From an optimization exercise on the open Yosys and OpenROAD flow, aimed at small area, a short achievable clock period and few clock cycles; shortcuts taken in it are not production practice.
Only simulation tests tie the RTL to the original design; equivalence was not proved.

==> v13 <==
==> flow/design.v (excerpt) <==
module sha512_engine (
  input  wire        clk,
  input  wire        rst,           
  input  wire        req_valid,
  input  wire        req_we,
  input  wire [6:0]  req_addr,
  input  wire [63:0] req_wdata,
  output wire        req_ready,
  output reg         rsp_valid,
  output reg  [63:0] rsp_rdata
);
==> flow/config.mk <==
export PLATFORM = sky130hd
export DESIGN_NAME = sha512_engine
export DESIGN_NICKNAME = sha512_engine
export VERILOG_FILES = /design/flow/design.v
export SDC_FILE = /design/flow/constraint.sdc
export NUM_CORES = 8
export LEC_CHECK = 0
export CAP_MARGIN = 40
export CORE_MARGIN = 2
export CORE_UTILIZATION = 40
export PLACE_DENSITY = 0.6
export SLEW_MARGIN = 40
export SYNTH_MEMORY_MAX_BITS = 16384
==> flow/constraint.sdc <==
create_clock -name core_clock -period 16.0 [get_ports {clk}]
set_input_delay 3.2000 -clock core_clock [delete_from_list [all_inputs] [get_ports {clk}]]
set_output_delay 3.2000 -clock core_clock [all_outputs]
set_load 0.01 [all_outputs]
standard.sh (not shown) runs the stock make flow with config.mk's settings and CLKGATE_MAP_FILE= SYNTH_SCRIPT=/design/flow/synth_recipe.tcl, a recipe that flattens the netlist after the stock synthesis.
==> flow/flow/run.sh <==
#!/bin/bash
# Own flow: the standard layout (standard.sh), with these changes:
#  - synthesis runs flow/my_synth.tcl: the standard script, except that the combinational
#    two-round module is mapped for speed without adder cells (see my_synth.tcl);
#  - timing repair aims at a setup slack of SETUP_SLACK_MARGIN ns at the design's clock
#    period (constraint.sdc is not changed), and may resize cells to other footprints.
# Each step's full log is in orfs/logs; make's output is in run_make.log here.
set -euo pipefail
W=$(pwd)
F=$W/flow
bash "$W/standard.sh" \
  SYNTH_SCRIPT="$F/my_synth.tcl" SYNTH_HIERARCHICAL=1 ABC_CLOCK_PERIOD_IN_PS=3000 \
  SETUP_SLACK_MARGIN=8 MATCH_CELL_FOOTPRINT=0 \
  finish > "$W/run_make.log" 2>&1
==> flow/flow/abc_fast.script <==
strash
dch
map -D 5500
buffer -c
topo
upsize -c
dnsize -c
==> flow/flow/my_synth.tcl <==
set my_dir [file dirname [file normalize [info script]]]
set my_fast_modules {sha512_pair}

proc synth {args} { yosys synth -nofsm -noshare {*}$args }

proc my_other_modules {} { return {sha512_engine} }

proc extract_fa {args} {
  foreach m [my_other_modules] { yosys extract_fa {*}$args $m }
}

proc abc {args} {
  foreach m [my_other_modules] { yosys abc {*}$args $m }
  set i [lsearch $args -script]
  if {$i >= 0} { lset args [expr {$i + 1}] [file join $::my_dir abc_fast.script] }
  foreach m $::my_fast_modules { yosys abc {*}$args $m }
}

source $::env(SCRIPTS_DIR)/synth.tcl
# left out here: clear keep_hierarchy, flatten, clean up, hide names made inside functions, write 1_2_yosys.v
==> v35: changes against v13 <==
--- a/flow/flow/run.sh
+++ b/flow/flow/run.sh
@@ -10,5 +10,5 @@
 F=$W/flow
 bash "$W/standard.sh" \
   SYNTH_SCRIPT="$F/my_synth.tcl" SYNTH_HIERARCHICAL=1 ABC_CLOCK_PERIOD_IN_PS=3000 \
-  SETUP_SLACK_MARGIN=8 MATCH_CELL_FOOTPRINT=0 \
+  SETUP_SLACK_MARGIN=9 MATCH_CELL_FOOTPRINT=0 \
   finish > "$W/run_make.log" 2>&1
==> flow/flow/abc_fast.script (replaced) <==
strash
dch
map -D 4500
buffer -c
topo
upsize -c
dnsize -c
Settings changed: CTS_BUF_LIST set to sky130_fd_sc_hd__clkbuf_8.
==> v27: changes against v13 <==
==> flow/run.sh (new file) <==
#!/bin/bash
# synth_recipe.tcl (not shown) runs the flow's synth.tcl, then flattens the netlist and writes it again
# the make line also repeats each setting of config.mk as NAME=value (left out here)
make -C /OpenROAD-flow-scripts/flow DESIGN_CONFIG=/design/flow/config.mk WORK_HOME=/design/flow/orfs CLKGATE_MAP_FILE= SYNTH_SCRIPT=/design/flow/synth_recipe.tcl finish
Settings changed: ABC_CLOCK_PERIOD_IN_PS set to 3000, CAP_MARGIN 40 to 30, CORE_UTILIZATION 40 to 45, PLACE_DENSITY 0.6 to 0.65, SETUP_SLACK_MARGIN set to 5, SLEW_MARGIN 40 to 30.
removed: flow/flow/run.sh
removed: flow/flow/abc_fast.script
removed: flow/flow/my_synth.tcl
removed: flow/standard.sh
==> run summary <==
Core utilization: v35 > v27 > v13.
Maximum frequency: v35 > v13 > v27.
Final cell count: v35 > v13 > v27.
Non-clock buffer count, lowest first: v27, v13, v35.
Sequential share of layout area: v35 < v13 < v27.
Flip-flop and latch count is the same in v27 and v35.
The highest via count belongs to v35, the lowest to v27.
Testbench counts of v13, summed over its fixed seeds: cycles 20,498.
Testbench counts of v35, summed over its fixed seeds: cycles 20,498.
Testbench counts of v27, summed over its fixed seeds: cycles 20,498.

## what the ideal ports hide
The results above use ideal ports. As a check the final layouts listed here were re-extracted and re-timed, cells and wires unchanged.
Step 1 (the two cells are an assumption about what drives the block):
set clk [get_ports {clk}]
set_driving_cell -lib_cell sky130_fd_sc_hd__clkbuf_16 $clk
set_driving_cell -lib_cell sky130_fd_sc_hd__buf_2 [delete_from_list [all_inputs] $clk]
Step 2 also shifts input and output timing later by t, the mid clock arrival at the registers, as if the neighbouring blocks saw the same clock.
Slacks: ideal / step 1 / step 2; pairs: ideal / step 1.
| run | t (ns) | slack for setup (ns) | worst data-port slew with drivers (ns) |
|---|---|---|---|
| v13 | 1.288 | 6.383 / 6.383 / 6.344 | 0.33 |
| v35 | 1.646 | 7.023 / 7.023 / 7.023 | 0.48 |
| v27 | 1.240 | 4.441 / 4.441 / 4.441 | 0.39 |
After both steps setup and hold are still met in every run listed. The setup slack of v13, which loses most, moves by 0.000 ns with the drivers and by -0.039 ns with both steps.
